This design comes from an exercise in tuning for small area on the open sky130 flow, not from production work. RTL that was checked went through simulation tests only; none was proved equivalent to the original. Function not checked in run 1: the RTL went through the layout flow alone. Power and IR drop assume default switching activity.

==> flow/design.v <==
module mcp3421_codec (
    input  wire        clk,
    input  wire        rst,         
    input  wire        multi_ch,    
    input  wire        cmd_valid,
    input  wire [39:0] cmd,
    output reg         rsp_valid,
    output wire [3:0]  rsp_status,
    output wire        rsp_is_bool,
    output wire [31:0] rsp_res,
    output wire [23:0] rsp_einfo
);
    localparam [3:0] ST_OK              = 4'd0,
                     ST_OUT_OF_RANGE    = 4'd1,
                     ST_UNKNOWN_FIELD   = 4'd2,
                     ST_NOT_CONFIGURED  = 4'd3,
                     ST_ILLEGAL_COMMAND = 4'd4,
                     ST_FATAL_RANGE     = 4'd5,
                     ST_REFUSED_FAULTED = 4'd6;
    wire [4:0] op = cmd[39:35];
    wire [7:0] b0 = cmd[31:24];
    wire [7:0] b1 = cmd[23:16];
    wire [7:0] b2 = cmd[15:8];
    wire [7:0] b3 = cmd[7:0];
    reg       faulted;      
    reg       configured;   
    reg       ssm;
    reg [1:0] ch;           
    reg [1:0] gain;
    reg [1:0] rate;
    reg [7:0] cfg_raw;      
    wire [1:0] chan = multi_ch ? ch : 2'b00;
    wire       drdy = ~cfg_raw[7];
    reg [2:0]  st_q;
    reg        bool_q;
    reg [23:0] d_q;
    reg        r24_q;
    wire        ok_q  = (st_q == 3'd0);
    wire [23:0] res_d = d_q & {24{ok_q}};
    assign rsp_status  = {1'b0, st_q};
    assign rsp_is_bool = bool_q;
    assign rsp_res     = {{7{res_d[23]}}, r24_q, res_d};
    assign rsp_einfo   = {3'b000, d_q[20:0] & {21{~ok_q}}};
    wire z0  = ~|b0;
    wire z1  = ~|b1;
    wire z2  = ~|b2;
    wire z3  = ~|b3;
    wire z3h = ~|b3[7:1];
    wire b3_gt1 = |b3[7:1];
    wire b3_gt3 = |b3[7:2];
    reg legal;
    reg needs_cfg;
    always @(*) begin
        legal     = 1'b0;
        needs_cfg = 1'b0;
        case (op)
            5'h01: legal = z0 & z1;
            5'h02, 5'h05, 5'h0D, 5'h0E, 5'h0F:
                   legal = z0 & z1 & z2;
            5'h03: legal = z1 & z3;
            5'h04: legal = z3h;
            5'h06, 5'h0C, 5'h10: begin legal = z0 & z1 & z2 & z3; needs_cfg = 1'b1; end
            5'h07, 5'h08, 5'h09, 5'h0A, 5'h0B:
                   begin legal = z0 & z1 & z2; needs_cfg = 1'b1; end
            5'h11, 5'h12: legal = 1'b1;
            default: legal = 1'b0;
        endcase
        if (cmd[34:32] != 3'b000) legal = 1'b0;
    end
    wire [7:0] fid    = (op == 5'h02) ? b3 : b2;
    wire       f_known = (fid[7:3] == 5'd0) && !(fid[2] && (fid[1] || fid[0]));
    reg  [3:0] f_start, f_end;
    reg        f_hi3;       
    reg  [1:0] f_get;       
    reg  [7:0] f_set;       
    always @(*) begin
        case (fid[2:0])
            3'd0: begin f_start = 4'd7; f_end = 4'd8; f_hi3 = 1'b0; f_get = {1'b0, b0[7]};
                        f_set = {b1[0], b0[6:0]}; end
            3'd1: begin f_start = 4'd5; f_end = 4'd7; f_hi3 = 1'b1; f_get = b0[6:5];
                        f_set = {b0[7], b1[1:0], b0[4:0]}; end
            3'd2: begin f_start = 4'd4; f_end = 4'd5; f_hi3 = 1'b0; f_get = {1'b0, b0[4]};
                        f_set = {b0[7:5], b1[0], b0[3:0]}; end
            3'd3: begin f_start = 4'd2; f_end = 4'd4; f_hi3 = 1'b1; f_get = b0[3:2];
                        f_set = {b0[7:4], b1[1:0], b0[1:0]}; end
            default: begin f_start = 4'd0; f_end = 4'd2; f_hi3 = 1'b1; f_get = b0[1:0];
                        f_set = {b0[7:2], b1[1:0]}; end
        endcase
    end
    wire f_bool = ~f_hi3;
    wire f_oor  = b3[0] & (f_hi3 ? (|b1[7:2]) : (|b1[7:1]));
    wire       bm_rng = (b2[7:3] == 5'd0) && (b3[7:4] == 4'd0) && !(b3[3] && b3[2:0] != 3'd0);
    wire [7:0] bm_ge = 8'hFF << b2[2:0];                        
    wire [7:0] bm_lt = b3[3] ? 8'hFF : ~(8'hFF << b3[2:0]);    
    wire [7:0] bm_value = bm_ge & bm_lt;
    wire bm_ok = bm_rng && (bm_value != 8'd0);
    wire        s24 = (op == 5'h12) ? (b3[3:2] == 2'd3) : (b3[1:0] == 2'd3);
    wire [23:0] sample = s24 ? {b0, b1, b2} : {{8{b0[7]}}, b0, b1};
    reg [2:0]  n_st;
    reg        n_bool;
    reg [23:0] n_d;      
    reg        n_r24;
    reg        do_decode, do_fault, do_mode, do_chan, do_gain, do_rate;
    always @(*) begin
        n_st = ST_OK; n_bool = 1'b0; n_d = 24'h0; n_r24 = 1'b0;
        do_decode = 1'b0; do_fault = 1'b0; do_mode = 1'b0;
        do_chan = 1'b0; do_gain = 1'b0; do_rate = 1'b0;
        if (faulted) begin
            n_st = ST_REFUSED_FAULTED;
        end else if (!legal) begin
            n_st = ST_ILLEGAL_COMMAND;
            n_d  = {8'h08, 3'b000, op, 8'h00};
        end else if (needs_cfg && !configured) begin
            n_st = ST_NOT_CONFIGURED;
        end else begin
            case (op)
                5'h01: begin
                    if (!bm_ok) begin
                        n_st = ST_FATAL_RANGE; n_d = {8'h07, b2, b3}; do_fault = 1'b1;
                    end else
                        n_d = {16'h0, bm_value};
                end
                5'h02: begin
                    if (!f_known) begin
                        n_st = ST_UNKNOWN_FIELD; n_d = {8'h06, fid, 8'h05};
                    end else begin
                        n_d = {f_start, f_end, 8'h00, 6'b0, f_hi3, 1'b1}; n_r24 = 1'b1;
                    end
                end
                5'h03: begin
                    if (!f_known) begin
                        n_st = ST_UNKNOWN_FIELD; n_d = {8'h06, fid, 8'h05};
                    end else begin
                        n_d = {22'h0, f_get}; n_bool = f_bool;
                    end
                end
                5'h04: begin
                    if (!f_known) begin
                        n_st = ST_UNKNOWN_FIELD; n_d = {8'h06, fid, 8'h05};
                    end else if (f_oor) begin
                        n_st = ST_OUT_OF_RANGE; n_d = {5'h02, fid[2:0], 8'h00, 6'b0, f_hi3, 1'b1};
                    end else
                        n_d = {16'h0, f_set};
                end
                5'h05: do_decode = 1'b1;
                5'h06: n_d = {16'h0, ssm, ch, ~ssm, rate, gain};
                5'h07: begin
                    if (b3_gt1) begin n_st = ST_OUT_OF_RANGE; n_d = {8'h04, 8'h00, 8'h01}; end
                    else do_mode = 1'b1;
                end
                5'h08: begin
                    if (b3_gt3) begin n_st = ST_OUT_OF_RANGE; n_d = {8'h03, 8'h00, 8'h03}; end
                    else do_chan = multi_ch;
                end
                5'h09: begin
                    if (b3_gt3) begin n_st = ST_OUT_OF_RANGE; n_d = {8'h01, 8'h00, 8'h03}; end
                    else do_gain = 1'b1;
                end
                5'h0A: begin
                    if (b3_gt3) begin n_st = ST_OUT_OF_RANGE; n_d = {8'h02, 8'h00, 8'h03}; end
                    else do_rate = 1'b1;
                end
                5'h0B: begin
                    case (b3)
                        8'd0: begin n_d = {23'h0, ssm};  n_bool = 1'b1; end
                        8'd1:       n_d = {22'h0, chan};
                        8'd2:       n_d = {22'h0, gain};
                        8'd3:       n_d = {22'h0, rate};
                        8'd4: begin n_d = {23'h0, drdy}; n_bool = 1'b1; end
                        8'd5:       n_d = {16'h0, cfg_raw};
                        default: begin n_st = ST_OUT_OF_RANGE; n_d = {8'h05, 8'h00, 8'h05}; end
                    endcase
                end
                5'h0C: begin
                    n_bool = 1'b1;
                    n_d = {23'h0, (ssm || rate == 2'd3) ? drdy : 1'b1};
                end
                5'h0D: begin
                    if (b3_gt3) begin n_st = ST_OUT_OF_RANGE; n_d = {8'h02, 8'h00, 8'h03}; end
                    else n_d = {19'h0, b3[1], ~b3[1], ~b3[1], b3[0], 1'b0};
                end
                5'h0E: begin
                    if (b3_gt3) begin n_st = ST_OUT_OF_RANGE; n_d = {8'h02, 8'h00, 8'h03}; end
                    else case (b3[1:0])
                        2'd0: n_d = 24'd960;
                        2'd1: n_d = 24'd240;
                        2'd2: n_d = 24'd60;
                        default: n_d = 24'd15;
                    endcase
                end
                5'h0F: begin
                    if (b3_gt3) begin n_st = ST_OUT_OF_RANGE; n_d = {8'h01, 8'h00, 8'h03}; end
                    else n_d = {20'h0, 4'd1 << b3[1:0]};
                end
                5'h10: begin
                    case (rate)
                        2'd0: n_d = 24'd4167;
                        2'd1: n_d = 24'd16667;
                        2'd2: n_d = 24'd66667;
                        default: n_d = 24'd266667;
                    endcase
                end
                5'h11: begin
                    if (b3_gt3) begin n_st = ST_OUT_OF_RANGE; n_d = {8'h02, 8'h00, 8'h03}; end
                    else begin n_d = sample; n_r24 = sample[23]; end
                end
                default: begin    
                    do_decode = 1'b1;
                    n_d = sample; n_r24 = sample[23];
                end
            endcase
        end
    end
    wire take = cmd_valid & ~rst;
    always @(posedge clk) begin
        rsp_valid <= take;
        st_q      <= n_st;
        bool_q    <= n_bool;
        d_q       <= n_d;
        r24_q     <= n_r24;
    end
    always @(posedge clk) begin
        if (rst) begin
            faulted    <= 1'b0;
            configured <= 1'b0;
        end else if (cmd_valid) begin
            if (do_fault)  faulted    <= 1'b1;
            if (do_decode) configured <= 1'b1;
        end
    end
    always @(posedge clk) begin
        if (take) begin
            if (do_decode) begin
                cfg_raw <= b3;
                ssm     <= ~b3[4];
                gain    <= b3[1:0];
                rate    <= b3[3:2];
                ch      <= b3[6:5];
            end
            if (do_mode) ssm  <= b3[0];
            if (do_chan) ch   <= b3[1:0];
            if (do_gain) gain <= b3[1:0];
            if (do_rate) rate <= b3[1:0];
        end
    end
endmodule
==> flow/flow/run.sh <==
#!/bin/bash
# Own layout flow: the standard layout (standard.sh) with
#  - synthesis: the standard script with an area-oriented ABC mapping (own_synth.tcl),
#  - port buffers: sky130_fd_sc_hd__buf_1 on every input and output port,
#  - CTS: without dummy loads.
# Each step's full output goes to its own log file in the work folder.
set -euo pipefail
W=$(pwd)
export OWN_WORK=$W
export OWN_ABC_SCRIPT=$W/flow/area.abc
bash standard.sh SYNTH_SCRIPT=$W/flow/own_synth.tcl synth > $W/log_synth.txt 2>&1
bash standard.sh BUFFER_PORTS_ARGS="-buffer_cell sky130_fd_sc_hd__buf_1" \
  CTS_ARGS="-sink_clustering_enable -repair_clock_nets -dont_use_dummy_load" \
  finish > $W/log_layout.txt 2>&1
==> flow/flow/area.abc <==
strash
&get -n
&deepsyn -T 20
&put
dch -f
amap
topo
==> flow/flow/own_synth.tcl <==
# The standard synthesis (synth_recipe.tcl), with ABC's mapping script replaced by an
# area-oriented one (flow/area.abc). Registers are mapped before ABC runs, so they are
# the standard synthesis's.
proc abc {args} {
  set i [lsearch -exact $args -script]
  if {$i >= 0} {
    set args [lreplace $args $i [expr {$i + 1}] -script $::env(OWN_ABC_SCRIPT)]
  }
  set j [lsearch -exact $args -D]
  if {$j >= 0} {
    set args [lreplace $args $j [expr {$j + 1}]]
  }
  yosys abc {*}$args
}
source $::env(OWN_WORK)/synth_recipe.tcl
==> flow/standard.sh <==
#!/bin/bash
# synth_recipe.tcl (not shown) runs the flow's synth.tcl, then flattens the netlist and writes it again
# the make line also repeats each setting of config.mk as NAME=value (left out here)
make -C /OpenROAD-flow-scripts/flow DESIGN_CONFIG=/design/flow/config.mk WORK_HOME=/design/flow/orfs CLKGATE_MAP_FILE= SYNTH_SCRIPT=/design/flow/synth_recipe.tcl "${@:-finish}"
==> flow/config.mk <==
export PLATFORM = sky130hd
export DESIGN_NAME = mcp3421_codec
export DESIGN_NICKNAME = mcp3421_codec
export VERILOG_FILES = /design/flow/design.v
export SDC_FILE = /design/flow/constraint.sdc
export NUM_CORES = 4
export LEC_CHECK = 0
export CAP_MARGIN = 20
export CORE_MARGIN = 2
export CORE_UTILIZATION = 40
export SLEW_MARGIN = 20
==> flow/constraint.sdc <==
create_clock -name core_clock -period 6.0 [get_ports {clk}]
set_input_delay 1.2000 -clock core_clock [delete_from_list [all_inputs] [get_ports {clk}]]
set_output_delay 1.2000 -clock core_clock [all_outputs]
set_load 0.01 [all_outputs]
==> notes.md, run 1 <==
outcome=no timing/DRC/antenna violations; Power Density=155 nW/um2; Yosys warnings=1; GP Congestion=0.998; hold buffers post-CTS=0; Synth cell types=37; total CTS buffers=5; Synth Register Bits=47; most frequent cells in the layout=113 x nor2_1, 108 x clkinv_1, 101 x buf_1; ANT nets after route=0; wire per inst=20.7 um; post-CTS setup buffer count=0; final worst path period need=5380 ps; cts repair resizes=0; worst hold margin=500 ps; largest net degree at the start of global routing=25; drt first-iter violations=490; Synth-to-Final Area Change=17.4%; CP Data Required Time=5990 ps; Via Count=4488; Die Area=9820 um2; Peak Freq=186 MHz; Clock Latency Late Sink=310 ps; H-tree levels=2; setup tns final=0 ps; Layout Cells excl Fill=747; area of the core=8760 um2; TritonRoute pass-1 iters=5; final setup vio count=0; detail-routed via count per cell=6.01; syn avg cell area=6.87 um2; final WL=15400 um; CTS tree=built; Chip Width=99.1 um; Worst-Margin Slew=951 ps; final setup margin=621 ps; CTS Buffer Depth=2; Initial Util=41.3%; Yosys top cell by area=dfxtp_1; Setup crit start=cmd[36]; Clock transition at path regs=90 ps; number of port buffers=101; asr flop ratio synth=0%; critical path endpoint category=flip-flop; clock sinks=47; HPWL Detailed=12500 um; Slew HR=35.0%; Nets=697; fin util=48.4%; I/O pins=106; clock root buffer=clkbuf_8; crit path DAT=5370 ps; die height=99.1 um; Max Cap Viol=0; Tot Pwr=660 uW; Cell Area, Placed=4180 um2; Total Routing Usage GR=31.2%; FF-to-FF End=d_q[5]$_SDFF_PP0_; Hold Fails Final Rpt=0; Max Slew Vio Count=0; Netlist Area Pre-Place=3620 um2; RSZ-0062 raised after global routing=false; Cells after DPL=742; Critical Path Sink=ch[0]$_DFFE_PP_; vias in the first global route=4161; final critical-path share of the clock period=89.7%; initial antenna violation count=0; worst hold path class=flip-flop to flip-flop; DRC violations left=0; clock skew=15.3 ps; Mapped Cells=526; num rows=34; Reg2Reg Setup Slack=3160 ps; post-synthesis sequential area ratio=30.2%; leak pwr=1.35 nW; most common cell after layout, fill and taps aside=nor2_1; Ant. Diodes=0; first-pass GRT wire length=23500 um; Worst VDD drop=0.0857 mV; Synth top area share=17.7%; worst slack at placement=381 ps; FF-to-FF Start=rate[0]$_DFFE_PP_; crit-path max FO=11; Startpoint Class=input port; cell area after layout=4250 um2; Post-synth EDFFs=15; share of cells above drive strength 1=3.44%; R2R cell count=10; ys flop type=dfxtp_1; Setup CP Type=input port to flip-flop; Synth area leaders=dfxtp_1 18%, edfxtp_1 12%, nor2_1 12%; Overflow after GRT=0
==> state kept, by name, indices dropped and copies added (netlist names), 2 cells and up <==
name     count
d_q         24
cfg_raw      8
st_q         3
ch           2
gain         2
rate         2
==> report_power, final <==
part,internal [mW],leakage [nW],switching [mW]
combinational,0.0432,0.918,0.105
sequential,0.330,0.395,0.00104
clock,0.0755,0.0359,0.105
==> layout make-up <==
| class | instances | area (um2) |
|---|---|---|
| timing repair buffer | 117 | 499 |
| clock buffer | 5 | 68.8 |
| inverter | 108 | 405 |
| multi-input combinational | 362 | 2050 |
| tap | 108 | 135 |
| fill | 927 | 4520 |
| sequential | 47 | 1090 |
==> critical path, stage by stage <==
cell	delay (ps)
buf_1	210
nor2_1	260
clkinv_1	180
nor2_1	450
o21ai_0	150
nor3_1	190
a21oi_1	60
o221a_1	250
nor4_1	520
clkinv_1	190
nor2_1	340
nand2_1	160
nor2_1	660
clkinv_1	310
o21ai_0	220
==> metal layers <==
metal  wire [um]  up-vias  track usage (%)
met5           0        -                0
met4         706        0             14.1
met3        1500       58             6.03
met2        7130      296             51.2
met1        6100     2075             39.6
li1            -     2059                -
==> Yosys cell counts (5+ instances only) <==
| cell | number |
|---|---|
| a21oi_1 | 21 |
| a22oi_1 | 5 |
| buf_4 | 12 |
| a211oi_1 | 6 |
| nor2b_1 | 12 |
| o2111ai_1 | 5 |
| dfxtp_1 | 32 |
| a221oi_1 | 5 |
| o21a_1 | 5 |
| nor2_1 | 113 |
| clkinv_1 | 108 |
| nand2_1 | 25 |
| a31oi_1 | 12 |
| o21ai_0 | 26 |
| ha_1 | 12 |
| edfxtp_1 | 15 |
| o22ai_1 | 14 |
| a2111oi_0 | 14 |
| or2_0 | 8 |
| nor3_1 | 19 |
| o221ai_1 | 11 |
| nand4_1 | 6 |
| nand3_1 | 15 |
==> worst min-delay path by stage <==
stage	startpoint	to	slack [ps]	cells after the start
5_1_grt	faulted$_SDFFE_PP0P_	d_q[19]$_SDFF_PP0_	550	1
2_1_floorplan	faulted$_SDFFE_PP0P_	d_q[19]$_SDFF_PP0_	410	1
3_3_place_gp	configured$_SDFFE_PP0P_	configured$_SDFFE_PP0P_	490	2
4_1_cts	configured$_SDFFE_PP0P_	configured$_SDFFE_PP0P_	500	2
3_5_place_dp	configured$_SDFFE_PP0P_	configured$_SDFFE_PP0P_	490	2
6_report	configured$_SDFFE_PP0P_	configured$_SDFFE_PP0P_	500	2
==> logic make-up after synthesis <==
group / synth area share (%)
AOI/OAI and AO/OA: 27.1
DFF: 30.2
buffers and inverters: 13.7
and+or+nand+nor: 24.8
adders and majority gates: 4.15
other: 0.104
==> inputs of run 2 (changes only) <==
--- a/flow/design.v
+++ b/flow/design.v
@@ -69,5 +69,5 @@
     end
     wire [7:0] fid    = (op == 5'h02) ? b3 : b2;
-    wire       f_known = (fid[7:3] == 5'd0) && !(fid[2] && (fid[1] || fid[0]));
+    wire       f_known = (fid[7:3] == 5'd0) && (fid[2:0] < 3'd5);
     reg  [3:0] f_start, f_end;
     reg        f_hi3;       
@@ -91,7 +91,10 @@
     wire f_oor  = b3[0] & (f_hi3 ? (|b1[7:2]) : (|b1[7:1]));
     wire       bm_rng = (b2[7:3] == 5'd0) && (b3[7:4] == 4'd0) && !(b3[3] && b3[2:0] != 3'd0);
-    wire [7:0] bm_ge = 8'hFF << b2[2:0];                        
-    wire [7:0] bm_lt = b3[3] ? 8'hFF : ~(8'hFF << b3[2:0]);    
-    wire [7:0] bm_value = bm_ge & bm_lt;
+    reg  [7:0] bm_value;
+    integer i;
+    always @(*) begin
+        for (i = 0; i < 8; i = i + 1)
+            bm_value[i] = (i[2:0] >= b2[2:0]) && (i[3:0] < b3[3:0]);
+    end
     wire bm_ok = bm_rng && (bm_value != 8'd0);
     wire        s24 = (op == 5'h12) ? (b3[3:2] == 2'd3) : (b3[1:0] == 2'd3);
==> flow/run.sh (new file) <==
#!/bin/bash
# synth_recipe.tcl (not shown) runs the flow's synth.tcl, then flattens the netlist and writes it again
# the make line also repeats each setting of config.mk as NAME=value (left out here)
make -C /OpenROAD-flow-scripts/flow DESIGN_CONFIG=/design/flow/config.mk WORK_HOME=/design/flow/orfs CLKGATE_MAP_FILE= SYNTH_SCRIPT=/design/flow/synth_recipe.tcl finish
removed: flow/flow/run.sh
removed: flow/flow/area.abc
removed: flow/flow/own_synth.tcl
removed: flow/standard.sh
==> run 2 against run 1 <==
Net effect: largest cell class unchanged; global-route usage increased by 1.6 points; clock power grew 73%; critical endpoint is now cfg_raw[5]$_DFFE_PP_; critical path depth down 5; wire length increased by 39%; still clean on timing, DRC and antenna; synthesized area grew 31%; worst hold slack gained 12 ps; combinational power increased by 69%.
==> notes.md, run 2 <==
Synth Register Bits=47; Yosys top cell by area=dfxtp_1; crit-path max FO=23; clock sinks=47; Power Density=151 nW/um2; cts repair resizes=0; Nets=741; asr flop ratio synth=0%; Overflow after GRT=0; clock power share=35.1%; GP Congestion=1.03; final worst path period need=4480 ps; Synth top area share=13.6%; HPWL Detailed=16700 um; Top Metal Used=met4; Clock transition at path regs=70 ps; leak pwr=2.09 nW; sequential power share=37.0%; Netlist Area Pre-Place=4720 um2; delay of the slowest critical-path stage=630 ps; Ant. Diodes=0; met3 wire len=2180 um; Worst VDD drop=0.126 mV; I/O pins=106; syn avg cell area=7.73 um2; Clock Latency Late Sink=300 ps; most frequent cell after synthesis=a21oi_1; total CTS buffers=5; Post-synth top cells=58 x a21oi_1, 47 x nor2_1, 46 x nand2_1; Largest regs=d_q: 24 flops, cfg_raw: 8 flops, st_q: 3 flops; Worst-Margin Slew=1150 ps; Pint=606 uW; largest net degree at the start of global routing=46; crit-path cells=clkdlybuf4s50_1 > buf_4 > inv_1 > ha_1 > inv_1 > o31a_1 > o21a_1 > o31ai_4 > a21oi_2 > nor3b_2; Chip Width=113 um; DRC violations left=0; vias in the first global route=5180; Max Slew Vio Count=0; ys flop type=dfxtp_1; most frequent cells in the layout=101 x clkdlybuf4s50_1, 58 x a21oi_1, 47 x nor2_1; num rows=39; Post-synth EDFFs=15; RSZ-0062 raised after global routing=false; Via Count=5554; Net Sw Frac=32.3%; crit path DAT=4410 ps; worst hold path class=flip-flop to flip-flop; Initial Util=41.2%; DR WL met2=9550 um; Die Area=12700 um2; Setup CP Type=input port to flip-flop; initial antenna violation count=0; H-tree levels=2; Yosys warnings=1; ANT nets after route=0; Psw=290 uW; Max Cap Viol=0; hold buffers post-CTS=0; mux share of post-synthesis cell area=6.20%; Adder-Cell Fraction of Synth Area=2.65%; area fraction in compound gates after synthesis=31.1%; critical path endpoint category=flip-flop; Total Routing Usage GR=32.8%; CTS Buffer Depth=2; post-synthesis xor/xnor area fraction=0.556%; clock skew=10.5 ps; post-CTS setup buffer count=0; Synth cell types=85; drt first-iter violations=718; largest family of logic cells by synthesized area=compound AO/OA/AOI/OAI gates; CP max-delay cell=nor3b_2; outcome=no timing/DRC/antenna violations; setup tns final=0 ps; post-synthesis sequential area ratio=23.1%; Startpoint Class=input port; wire per inst=25.7 um; fill cell count=1123; number of port buffers=101; CP Data Required Time=5930 ps; die height=113 um; clock root buffer=clkbuf_16; share of cells above drive strength 1=9.74%; first-pass GRT wire length=32000 um; Mapped Cells=611; CTS tree=built; crit-path most repeated cell=inv_1; max reg flops=24; combinational share of power=27.9%; register name with the most flops=d_q; final setup vio count=0; final WL=21400 um; Synth area leaders=dfxtp_1 14%, edfxtp_1 9.5%, a21oi_1 6.1%; detail-routed via count per cell=6.68; final critical-path share of the clock period=74.7%; area of the core=11500 um2; routed length on met1=8340 um; most common cell after layout, fill and taps aside=clkdlybuf4s50_1; fin util=51.9%; Hold Fails Final Rpt=0; TritonRoute pass-1 iters=8; Simple-Gate Fraction of Synth Area=29.6%; Peak Freq=223 MHz; Synth-to-Final Area Change=26.0%; Slew HR=22.9%
## run 2: changes by cell type after synthesis, sizes merged, moves of 17 or more
| cell | change |
|---|---|
| clkinv | -108 |
| buf | +21 |
| mux2i | +18 |
| nand2 | +22 |
| nor2b | +17 |
| nor2 | -62 |
| clkbuf | +20 |
| a21oi | +38 |
| and2 | +31 |
## run 2: worst max-delay path: cells and delay by family
| kind | cells | cell delay [ps] |
|---|---|---|
| AOI/OAI and AO/OA | 4 | 1050 |
| adders and majority gates | 1 | 460 |
| and+or+nand+nor | 1 | 630 |
| buffers and inverters | 4 | 1050 |
## run 2: cells by family after synthesis
kind of cell,after synthesis
compound gates,199
xor+xnor,3
fa+ha+maj,10
buf+inv,64
flops,47
mux,28
other cells,1
simple gates,259
## run 2: final cells by class
type                    count  area (um2)  share of cell area (%)
clock inverters             2        15.0                   0.252
repair buffers            119        1150                    19.3
multi-input cells         503        3330                    55.9
clock buffers               6         150                    2.52
inverters                  11        41.3                   0.694
flip-flops and latches     47        1090                    18.3
well taps                 143         179                    3.01
## run 2: layer usage
layer  vias to the layer above  GRT usage (%)
met5                         -              0
met4                         0           16.5
met3                        92           5.89
met2                       437           52.4
met1                      2582           42.4
li1                       2443              -
## run 2: final timing paths
check	start	endpoint	slack, ps	depth (start not counted)
worst min register to register	configured$_SDFFE_PP0P_	configured$_SDFFE_PP0P_	510	2
worst max-delay path	cmd[0]	cfg_raw[5]$_DFFE_PP_	1520	10
worst min-delay path	configured$_SDFFE_PP0P_	configured$_SDFFE_PP0P_	510	2
worst max register to register	rate[0]$_DFFE_PP_	d_q[6]$_SDFF_PP0_	3570	9
## run 2: per-stage QoR
step	setup WS (ps)	cells	area, um2	power [mW]	hold WS (ps)
global placement	1320	823	5780	0.580	504
detailed placement	1260	823	5780	0.579	504
CTS	1560	831	5950	0.888	515
global route	1390	831	5950	0.924	542
finish	1520	831	5950	0.896	512
floorplan	2190	614	4730	0.477	459
## run 2: power by group through the flow
stage | clock network, mW | logic (mW) | registers, mW
after detailed placement | 0 | 0.240 | 0.339
final | 0.314 | 0.250 | 0.331
after CTS | 0.315 | 0.241 | 0.331
after floorplan | 0 | 0.138 | 0.339
after global placement | 0 | 0.241 | 0.339
after global routing | 0.331 | 0.261 | 0.332

==> separate check: timing with driven ports <==
The results above use ideal ports. As a check the final layouts listed here were re-extracted and re-timed, cells and wires unchanged.
Step 1: set_driving_cell puts a clkbuf_16 on clk and a buf_2 on each other input, an assumption about the parent block.
Step 2 also shifts input and output timing later by t, the mid clock arrival at the registers, as if the neighbouring blocks saw the same clock.
a / b / c = ideal ports / drivers / drivers and shift; a / b = the first two.
run | t, ns | setup slack, ns | worst hold slack (ns)
run 1 | 0.337 | 0.621 / 0.631 / 0.294 | 0.500 / 0.500 / 0.500
run 2 | 0.331 | 1.516 / 1.534 / 1.203 | 0.512 / 0.512 / 0.512
After both steps every run listed still meets setup and hold. For run 1, which loses most, drivers alone change the setup slack by +0.010 ns; drivers and shift together by -0.327 ns.
